Context: an optimization exercise on an open-source flow, tuned for small area. The choices shown serve that exercise and are no tape-out recipe. At most, simulation tests tie the RTL to the original design; equivalence was not proved. No driver is modelled on the clock port, so clocking that relies on it looks cheaper here than on a real chip. Power and IR drop assume default switching activity.

==> module ws_frame_demux, before the edit <==
module ws_frame_demux (
    input  wire        clk,
    input  wire        rst,
    input  wire        in_valid,
    input  wire [7:0]  in_data,
    input  wire        in_last,
    output wire        wr_valid,
    output wire [2:0]  wr_chan,
    output reg  [9:0]  wr_addr,
    output wire [23:0] wr_data,
    output wire        fr_valid,
    output wire [13:0] fr_len,
    output wire [12:0] fr_npairs,
    output wire        fr_term,
    output wire [13:0] fr_offset,
    output wire [11:0] fr_total,
    output wire [3:0]  fr_nchan
);
    localparam MESSAGE_SIZE = 9000;
    reg [13:0] bcnt;      
    reg        ended;     
    reg        term;      
    reg [12:0] hold;      
    reg [7:0]  r_q, g_q, b_q;   
    reg [1:0]  ph;        
    reg [11:0] q;         
    reg [11:0] len0, len1, len2, len3, len4, len5;
    reg        nz6;
    reg [2:0]  ch;        
    reg [1:0]  slot_hi;   
    reg        wv;
    wire take = in_valid && (ended || bcnt != MESSAGE_SIZE);
    wire pair = take && !ended && !term && bcnt[0];
    wire isff = (r_q == 8'hFF) || (in_data == 8'hFF);
    wire lpair = pair && !isff;
    wire tpair = pair && isff;
    wire [11:0] lval = (|in_data[7:4]) ? 12'hFFF : {in_data[3:0], r_q};
    wire lidx_ok = bcnt[13:4] == 10'd0;
    wire pix = take && !ended && term && ph == 2'd2;
    wire clr = rst || ended;
    wire [11:0] s1 = {slot_hi, wr_addr} + 12'd1;
    reg  [11:0] lsel;
    always @(*) begin
        case (ch)
            3'd0: lsel = len0;
            3'd1: lsel = len1;
            3'd2: lsel = len2;
            3'd3: lsel = len3;
            3'd4: lsel = len4;
            default: lsel = len5;
        endcase
    end
    wire       many = |hold[12:3];
    wire [6:0] vld;
    assign vld[0] = many || hold[2:0] > 3'd0;
    assign vld[1] = many || hold[2:0] > 3'd1;
    assign vld[2] = many || hold[2:0] > 3'd2;
    assign vld[3] = many || hold[2:0] > 3'd3;
    assign vld[4] = many || hold[2:0] > 3'd4;
    assign vld[5] = many || hold[2:0] > 3'd5;
    assign vld[6] = many || hold[2:0] > 3'd6;
    wire [6:0] nz = {nz6, |len5, |len4, |len3, |len2, |len1, 1'b0};
    wire cur = (ch != 3'd0 || vld[0]) && ch <= 3'd5 && s1 != lsel;
    reg  [6:0] nxt;
    integer k;
    always @(*) begin
        for (k = 0; k < 7; k = k + 1)
            nxt[k] = (k > ch) && vld[k] && nz[k];
    end
    reg [2:0] nch;
    always @(*) begin
        nch = 3'd6;
        for (k = 5; k >= 1; k = k - 1)
            if (nxt[k]) nch = k[2:0];
    end
    reg capok;
    always @(*) begin
        case (ch)
            3'd0: capok = s1 < 12'd1024;
            3'd1: capok = s1 < 12'd600;
            3'd2: capok = s1 < 12'd300;
            3'd3: capok = s1 < 12'd150;
            3'd4: capok = s1 < 12'd60;
            default: capok = s1 < 12'd16;
        endcase
    end
    wire any = cur || (|nxt);
    always @(posedge clk) begin
        wv    <= !rst && pix && (cur ? capok : |nxt);
        ended <= !rst && in_valid && in_last;
        if (rst)
            bcnt <= 14'd0;
        else if (take)
            bcnt <= (ended ? 14'd0 : bcnt) + 14'd1;
        else if (ended)
            bcnt <= 14'd0;
        if (clr) begin
            term <= 1'b0;
            ph   <= 2'd0;
            q    <= 12'd0;
            ch   <= 3'd0;
            {slot_hi, wr_addr} <= 12'hFFF;
        end else begin
            if (tpair) begin
                term <= 1'b1;
                hold <= bcnt[13:1];
            end
            if (take && term) begin
                ph <= (ph == 2'd2) ? 2'd0 : ph + 2'd1;
                if (ph == 2'd2) q <= q + 12'd1;
            end
            if (pix && any) begin
                ch   <= cur ? ch : nch;
                {slot_hi, wr_addr} <= cur ? s1 : 12'd0;
            end
        end
        if (rst || (take && (!term || ended || ph == 2'd0))) r_q <= rst ? 8'd0 : in_data;
        if (rst || (take && !ended && term && ph == 2'd1)) g_q <= rst ? 8'd0 : in_data;
        b_q <= in_data;
        if (lpair && lidx_ok) begin
            case (bcnt[3:1])
                3'd0: len0 <= lval;
                3'd1: len1 <= lval;
                3'd2: len2 <= lval;
                3'd3: len3 <= lval;
                3'd4: len4 <= lval;
                3'd5: len5 <= lval;
                3'd6: nz6  <= |lval;
                default: ;
            endcase
        end
    end
    wire [12:0] np = term ? hold : bcnt[13:1];
    assign wr_valid  = wv;
    assign wr_chan   = ch;
    assign wr_data   = {r_q, g_q, b_q};
    assign fr_valid  = ended && |bcnt[13:2];
    assign fr_len    = bcnt;
    assign fr_npairs = np;
    assign fr_term   = term;
    assign fr_offset = {np + {12'd0, term}, 1'b0};
    assign fr_total  = q;
    assign fr_nchan  = (|np[12:3]) ? 4'd8 : {1'b0, np[2:0]};
endmodule
==> flow/config.mk <==
export PLATFORM = sky130hd
export DESIGN_NAME = ws_frame_demux
export DESIGN_NICKNAME = ws_frame_demux
export VERILOG_FILES = /design/flow/design.v
export SDC_FILE = /design/flow/constraint.sdc
export NUM_CORES = 4
export LEC_CHECK = 0
export CAP_MARGIN = 20
export CORE_MARGIN = 2
export CORE_UTILIZATION = 40
export SLEW_MARGIN = 20
==> flow/constraint.sdc <==
create_clock -name core_clock -period 10.0 [get_ports {clk}]
set_input_delay 2.0000 -clock core_clock [delete_from_list [all_inputs] [get_ports {clk}]]
set_output_delay 2.0000 -clock core_clock [all_outputs]
set_load 0.01 [all_outputs]
standard.sh (not shown) runs the stock make flow with config.mk's settings and CLKGATE_MAP_FILE= SYNTH_SCRIPT=/design/flow/synth_recipe.tcl, a recipe that flattens the netlist after the stock synthesis.
==> flow/flow/run.sh <==
#!/bin/bash
# Layout flow: the standard ORFS flow with three changes
#  * synthesis is ORFS's own synthesis script, only with an area-oriented
#    ABC mapping script (flow/abc_area.script) in place of the speed one;
#  * port buffers are the smallest buffer cell (buf_1);
#  * clock tree synthesis options come from flow/cts.env.
# Every tool's output goes to a log file in this folder and ORFS's own logs.
set -euo pipefail
F=$(cd "$(dirname "${BASH_SOURCE[0]}")" && pwd)
W=$PWD
S=$W/mysynth
mkdir -p "$S"
# ORFS synthesis with the ABC script swapped; everything else unchanged
sed -e "s|set abc_script \$::env(SCRIPTS_DIR)/abc_speed.script|set abc_script $F/abc_area.script|" \
    "$FLOW_HOME/scripts/synth_preamble.tcl" > "$S/synth_preamble.tcl"
sed -e "s|source \$::env(SCRIPTS_DIR)/synth_preamble.tcl|source $S/synth_preamble.tcl|" \
    "$FLOW_HOME/scripts/synth.tcl" > "$S/synth.tcl"
sed -e "s|source \$::env(SCRIPTS_DIR)/synth.tcl|source $S/synth.tcl|" \
    synth_recipe.tcl > "$S/synth_recipe.tcl"
grep -q "$F/abc_area.script" "$S/synth_preamble.tcl"
grep -q "$S/synth_preamble.tcl" "$S/synth.tcl"
grep -q "$S/synth.tcl" "$S/synth_recipe.tcl"
source "$F/cts.env"
bash standard.sh SYNTH_SCRIPT="$S/synth_recipe.tcl" \
    BUFFER_PORTS_ARGS="-buffer_cell sky130_fd_sc_hd__buf_1" \
    CTS_ARGS="$CTS_ARGS" finish > standard.log 2>&1
==> flow/flow/abc_area.script <==
strash
dch -f
amap
strash
dch -f
amap
==> flow/flow/cts.env <==
CTS_ARGS="-sink_clustering_enable -repair_clock_nets -buf_list sky130_fd_sc_hd__clkbuf_8 -dont_use_dummy_load"
Edit:
--- a/flow/design.v
+++ b/flow/design.v
@@ -6,7 +6,7 @@
     input  wire        in_last,
     output wire        wr_valid,
     output wire [2:0]  wr_chan,
-    output reg  [9:0]  wr_addr,
+    output wire [9:0]  wr_addr,
     output wire [23:0] wr_data,
     output wire        fr_valid,
     output wire [13:0] fr_len,
@@ -27,7 +27,7 @@
     reg [11:0] len0, len1, len2, len3, len4, len5;
     reg        nz6;
     reg [2:0]  ch;        
-    reg [1:0]  slot_hi;   
+    reg [11:0] slot;      
     reg        wv;
     wire take = in_valid && (ended || bcnt != MESSAGE_SIZE);
     wire pair = take && !ended && !term && bcnt[0];
@@ -38,7 +38,7 @@
     wire lidx_ok = bcnt[13:4] == 10'd0;
     wire pix = take && !ended && term && ph == 2'd2;
     wire clr = rst || ended;
-    wire [11:0] s1 = {slot_hi, wr_addr} + 12'd1;
+    wire [11:0] s1 = slot + 12'd1;
     reg  [11:0] lsel;
     always @(*) begin
         case (ch)
@@ -99,7 +99,7 @@
             ph   <= 2'd0;
             q    <= 12'd0;
             ch   <= 3'd0;
-            {slot_hi, wr_addr} <= 12'hFFF;
+            slot <= 12'hFFF;
         end else begin
             if (tpair) begin
                 term <= 1'b1;
@@ -111,12 +111,12 @@
             end
             if (pix && any) begin
                 ch   <= cur ? ch : nch;
-                {slot_hi, wr_addr} <= cur ? s1 : 12'd0;
+                slot <= cur ? s1 : 12'd0;
             end
         end
         if (rst || (take && (!term || ended || ph == 2'd0))) r_q <= rst ? 8'd0 : in_data;
         if (rst || (take && !ended && term && ph == 2'd1)) g_q <= rst ? 8'd0 : in_data;
-        b_q <= in_data;
+        if (rst || pix) b_q <= rst ? 8'd0 : in_data;
         if (lpair && lidx_ok) begin
             case (bcnt[3:1])
                 3'd0: len0 <= lval;
@@ -133,6 +133,7 @@
     wire [12:0] np = term ? hold : bcnt[13:1];
     assign wr_valid  = wv;
     assign wr_chan   = ch;
+    assign wr_addr   = slot[9:0];
     assign wr_data   = {r_q, g_q, b_q};
     assign fr_valid  = ended && |bcnt[13:2];
     assign fr_len    = bcnt;
Effect:
- wire length went up by 0.38%
- total power went up by about 0.56%
- cell area came out higher by 0.56%
- worst setup slack improved by 550 ps
- non-clock buffer count falls by 4
- clock skew drops by 3.9 ps
- global-route usage is higher by 0.31 points
- first-iteration DRC count rose by 19%
- sequential share of layout area is higher by 0.73 points
Only the layout flow was run in the first run of this note; the RTL was not checked for function there.

## red
ws_frame_demux, a different RTL version from the one above (not shown whole).
Size: about 160 flip-flops, roughly 110 I/O pins, roughly 0.0067 mm2 of cells after synthesis.
==> module ws_frame_demux, before the edit <==
module ws_frame_demux (
    input  wire        clk,
    input  wire        rst,
    input  wire        in_valid,
    input  wire [7:0]  in_data,
    input  wire        in_last,
    output wire        wr_valid,
    output wire [2:0]  wr_chan,
    output reg  [9:0]  wr_addr,
    output wire [23:0] wr_data,
    output wire        fr_valid,
    output wire [13:0] fr_len,
    output wire [12:0] fr_npairs,
    output wire        fr_term,
    output wire [13:0] fr_offset,
    output wire [11:0] fr_total,
    output wire [3:0]  fr_nchan
);
    localparam MESSAGE_SIZE = 9000;
    reg [13:0] bcnt;      
    reg        ended;     
    reg        term;      
    reg [12:0] hold;      
    reg [7:0]  r_q, g_q, b_q;   
    reg [1:0]  ph;        
    reg [11:0] q;         
    reg [11:0] len0, len1, len2, len3, len4, len5;
    reg        nz6;
    reg [2:0]  ch;        
    reg [1:0]  slot_hi;   
    reg        wv;
    wire full = bcnt[13] && bcnt[9] && bcnt[8] && bcnt[5] && bcnt[3];
    wire take = in_valid && (ended || !full);
    wire pair = take && !ended && !term && bcnt[0];
    wire isff = (r_q == 8'hFF) || (in_data == 8'hFF);
    wire lpair = pair && !isff;
    wire tpair = pair && isff;
    wire        big  = |in_data[7:4];
    wire [3:0]  lhi  = {in_data[3:2] | {2{big}}, in_data[1:0]};
    wire lidx_ok = bcnt[13:4] == 10'd0;
    wire pix = take && !ended && term && ph[1];
    wire clr = rst || ended;
    wire [11:0] s1 = {slot_hi, wr_addr} + 12'd1;
    reg  [11:0] lsel;
    always @(*) begin
        case (ch)
            3'd0: lsel = len0;
            3'd1: lsel = len1;
            3'd2: lsel = len2;
            3'd3: lsel = len3;
            3'd4: lsel = len4;
            default: lsel = len5;
        endcase
    end
    wire       many = |hold[12:3];
    wire [6:0] vld;
    assign vld[0] = many || hold[2:0] > 3'd0;
    assign vld[1] = many || hold[2:0] > 3'd1;
    assign vld[2] = many || hold[2:0] > 3'd2;
    assign vld[3] = many || hold[2:0] > 3'd3;
    assign vld[4] = many || hold[2:0] > 3'd4;
    assign vld[5] = many || hold[2:0] > 3'd5;
    assign vld[6] = many || hold[2:0] > 3'd6;
    wire [6:0] nz = {nz6, |len5, |len4, |len3, |len2, |len1, 1'b0};
    wire cur = (ch != 3'd0 || vld[0]) && !(ch[2] && ch[1]) && s1 != lsel;
    reg  [6:0] nxt;
    integer k;
    always @(*) begin
        for (k = 0; k < 7; k = k + 1)
            nxt[k] = (k > ch) && vld[k] && nz[k];
    end
    reg [2:0] nch;
    always @(*) begin
        nch = 3'd6;
        for (k = 5; k >= 1; k = k - 1)
            if (nxt[k]) nch = k[2:0];
    end
    reg capok;
    always @(*) begin
        case (ch)
            3'd0: capok = s1 < 12'd1024;
            3'd1: capok = s1 < 12'd600;
            3'd2: capok = s1 < 12'd300;
            3'd3: capok = s1 < 12'd150;
            3'd4: capok = s1 < 12'd60;
            default: capok = s1 < 12'd16;
        endcase
    end
    wire any = cur || (|nxt);
    always @(posedge clk) begin
        wv    <= !rst && pix && (cur ? capok : |nxt);
        ended <= !rst && in_valid && in_last;
        if (rst)
            bcnt <= 14'd0;
        else if (take)
            bcnt <= (ended ? 14'd0 : bcnt) + 14'd1;
        else if (ended)
            bcnt <= 14'd0;
        if (clr) begin
            term <= 1'b0;
            ph   <= 2'd0;
            q    <= 12'd0;
            ch   <= 3'd0;
            {slot_hi, wr_addr} <= 12'hFFF;
        end else begin
            if (tpair) begin
                term <= 1'b1;
                hold <= bcnt[13:1];
            end
            if (take && term) begin
                ph <= {ph[0], !ph[1] && !ph[0]};
                if (ph[1]) q <= q + 12'd1;
            end
            if (pix && any) begin
                ch   <= cur ? ch : nch;
                {slot_hi, wr_addr} <= cur ? s1 : 12'd0;
            end
        end
        if (rst || (take && (!term || ended || !ph[1] && !ph[0]))) r_q <= rst ? 8'd0 : in_data;
        if (rst || (take && !ended && term && ph[0])) g_q <= rst ? 8'd0 : in_data;
        b_q <= in_data;
        if (lpair && lidx_ok) begin
            case (bcnt[3:1])
                3'd0: len0 <= {lhi, r_q};
                3'd1: len1 <= {lhi, r_q};
                3'd2: len2 <= {lhi, r_q};
                3'd3: len3 <= {lhi, r_q};
                3'd4: len4 <= {lhi, r_q};
                3'd5: len5 <= {lhi, r_q};
                3'd6: nz6  <= |{lhi, r_q};
                default: ;
            endcase
        end
    end
    wire [12:0] np = term ? hold : bcnt[13:1];
    assign wr_valid  = wv;
    assign wr_chan   = ch;
    assign wr_data   = {r_q, g_q, b_q};
    assign fr_valid  = ended && |bcnt[13:2];
    assign fr_len    = bcnt;
    assign fr_npairs = np;
    assign fr_term   = term;
    assign fr_offset = {np + {12'd0, term}, 1'b0};
    assign fr_total  = q;
    assign fr_nchan  = (|np[12:3]) ? 4'd8 : {1'b0, np[2:0]};
endmodule
==> flow/config.mk <==
export PLATFORM = sky130hd
export DESIGN_NAME = ws_frame_demux
export DESIGN_NICKNAME = ws_frame_demux
export VERILOG_FILES = /design/flow/design.v
export SDC_FILE = /design/flow/constraint.sdc
export NUM_CORES = 4
export LEC_CHECK = 0
export CAP_MARGIN = 20
export CORE_MARGIN = 2
export CORE_UTILIZATION = 40
export SLEW_MARGIN = 20
==> flow/constraint.sdc <==
create_clock -name core_clock -period 10.0 [get_ports {clk}]
set_input_delay 2.0000 -clock core_clock [delete_from_list [all_inputs] [get_ports {clk}]]
set_output_delay 2.0000 -clock core_clock [all_outputs]
set_load 0.01 [all_outputs]
==> flow/flow/run.sh <==
#!/bin/bash
# Layout flow: the standard ORFS flow with three changes
#  * synthesis is ORFS's own synthesis script, only with an area-oriented
#    ABC mapping script (flow/abc_area.script) in place of the speed one;
#  * port buffers are the smallest buffer cell (buf_1);
#  * clock tree synthesis options come from flow/cts.env, and flow/post_cts.tcl
#    upsizes the leaf clock buffers that drive many flip-flops.
# Every tool's output goes to a log file in this folder and ORFS's own logs.
set -euo pipefail
F=$(cd "$(dirname "${BASH_SOURCE[0]}")" && pwd)
W=$PWD
S=$W/mysynth
mkdir -p "$S"
# ORFS synthesis with the ABC script swapped; everything else unchanged
sed -e "s|set abc_script \$::env(SCRIPTS_DIR)/abc_speed.script|set abc_script $F/abc_area.script|" \
    "$FLOW_HOME/scripts/synth_preamble.tcl" > "$S/synth_preamble.tcl"
sed -e "s|source \$::env(SCRIPTS_DIR)/synth_preamble.tcl|source $S/synth_preamble.tcl|" \
    "$FLOW_HOME/scripts/synth.tcl" > "$S/synth.tcl"
sed -e "s|source \$::env(SCRIPTS_DIR)/synth.tcl|source $S/synth.tcl|" \
    synth_recipe.tcl > "$S/synth_recipe.tcl"
grep -q "$F/abc_area.script" "$S/synth_preamble.tcl"
grep -q "$S/synth_preamble.tcl" "$S/synth.tcl"
grep -q "$S/synth.tcl" "$S/synth_recipe.tcl"
source "$F/cts.env"
bash standard.sh SYNTH_SCRIPT="$S/synth_recipe.tcl" \
    BUFFER_PORTS_ARGS="-buffer_cell sky130_fd_sc_hd__buf_1" \
    CTS_ARGS="$CTS_ARGS" POST_CTS_TCL="$F/post_cts.tcl" finish > standard.log 2>&1
Scripts as last shown in full above: flow/flow/abc_area.script
Other scripts of this flow, unchanged in this note and not shown: flow/flow/cts.env, flow/flow/post_cts.tcl
### red -> green
--- a/flow/design.v
+++ b/flow/design.v
@@ -34,11 +34,11 @@
     wire pair = take && !ended && !term && bcnt[0];
     wire isff = (r_q == 8'hFF) || (in_data == 8'hFF);
     wire lpair = pair && !isff;
     wire tpair = pair && isff;
     wire        big  = |in_data[7:4];
-    wire [3:0]  lhi  = {in_data[3:2] | {2{big}}, in_data[1:0]};
+    wire [11:0] lval = {in_data[3:2] | {2{big}}, in_data[1:0], r_q};
     wire lidx_ok = bcnt[13:4] == 10'd0;
     wire pix = take && !ended && term && ph[1];
     wire clr = rst || ended;
     wire [11:0] s1 = {slot_hi, wr_addr} + 12'd1;
     reg  [11:0] lsel;
@@ -119,17 +119,17 @@
         if (rst || (take && (!term || ended || !ph[1] && !ph[0]))) r_q <= rst ? 8'd0 : in_data;
         if (rst || (take && !ended && term && ph[0])) g_q <= rst ? 8'd0 : in_data;
         b_q <= in_data;
         if (lpair && lidx_ok) begin
             case (bcnt[3:1])
-                3'd0: len0 <= {lhi, r_q};
-                3'd1: len1 <= {lhi, r_q};
-                3'd2: len2 <= {lhi, r_q};
-                3'd3: len3 <= {lhi, r_q};
-                3'd4: len4 <= {lhi, r_q};
-                3'd5: len5 <= {lhi, r_q};
-                3'd6: nz6  <= |{lhi, r_q};
+                3'd0: len0 <= lval;
+                3'd1: len1 <= lval;
+                3'd2: len2 <= lval;
+                3'd3: len3 <= lval;
+                3'd4: len4 <= lval;
+                3'd5: len5 <= lval;
+                3'd6: nz6  <= |lval;
                 default: ;
             endcase
         end
     end
     wire [12:0] np = term ? hold : bcnt[13:1];
Results
- green falls short of red in placed wire-length estimate after detailed placement.
- Total global routing track utilization: higher on green
- Standby leakage power: red vs green, no meaningful difference
- Taking red as the reference point, the met3 layer usage reported by global route of green rises by 0.69 points.
- Looking only at via count of the first global-routing pass, and setting everything else aside, the higher value of red and green goes to red.
- ~same proportion of power drawn by combinational gates in red and green
- There was hardly any difference in global routing met2 resource utilization between red and green.
- Summary of green over red: area fraction in compound gates after synthesis essentially unchanged, layout overhead on the synthesized area decreased 1.2 points.
Only the layout flow was run in green; the RTL was not checked for function there.

==> afterwards: timing with drivers on the ports <==
Ports are ideal in the flow. The routed layouts listed here were re-timed in OpenROAD.
Step 1: set_driving_cell puts a clkbuf_16 on clk and a buf_2 on each other input, an assumption about the parent block.
Step 2 also shifts input and output timing later by t, the mid clock arrival at the registers, as if the neighbouring blocks saw the same clock.
Three values: ideal ports, drivers, drivers and shift; two values: the first two.
run	shift t [ns]	setup slack, ns	worst hold slack (ns)	clock arrival spread, ns	pins driven straight from the clock port
the first run of note 1	0.472	3.748 / 3.711 / 4.182	0.487 / 0.487 / 0.487	0.037 / 0.037	1
the second run of note 1	0.484	4.299 / 4.261 / 4.745	0.489 / 0.489 / 0.489	0.040 / 0.040	1
red	0.461	3.795 / 3.753 / 4.214	0.471 / 0.471 / 0.471	0.047 / 0.047	1
green	0.451	3.783 / 3.747 / 4.197	0.493 / 0.493 / 0.493	0.038 / 0.037	1
After both steps setup and hold are still met in every run listed.
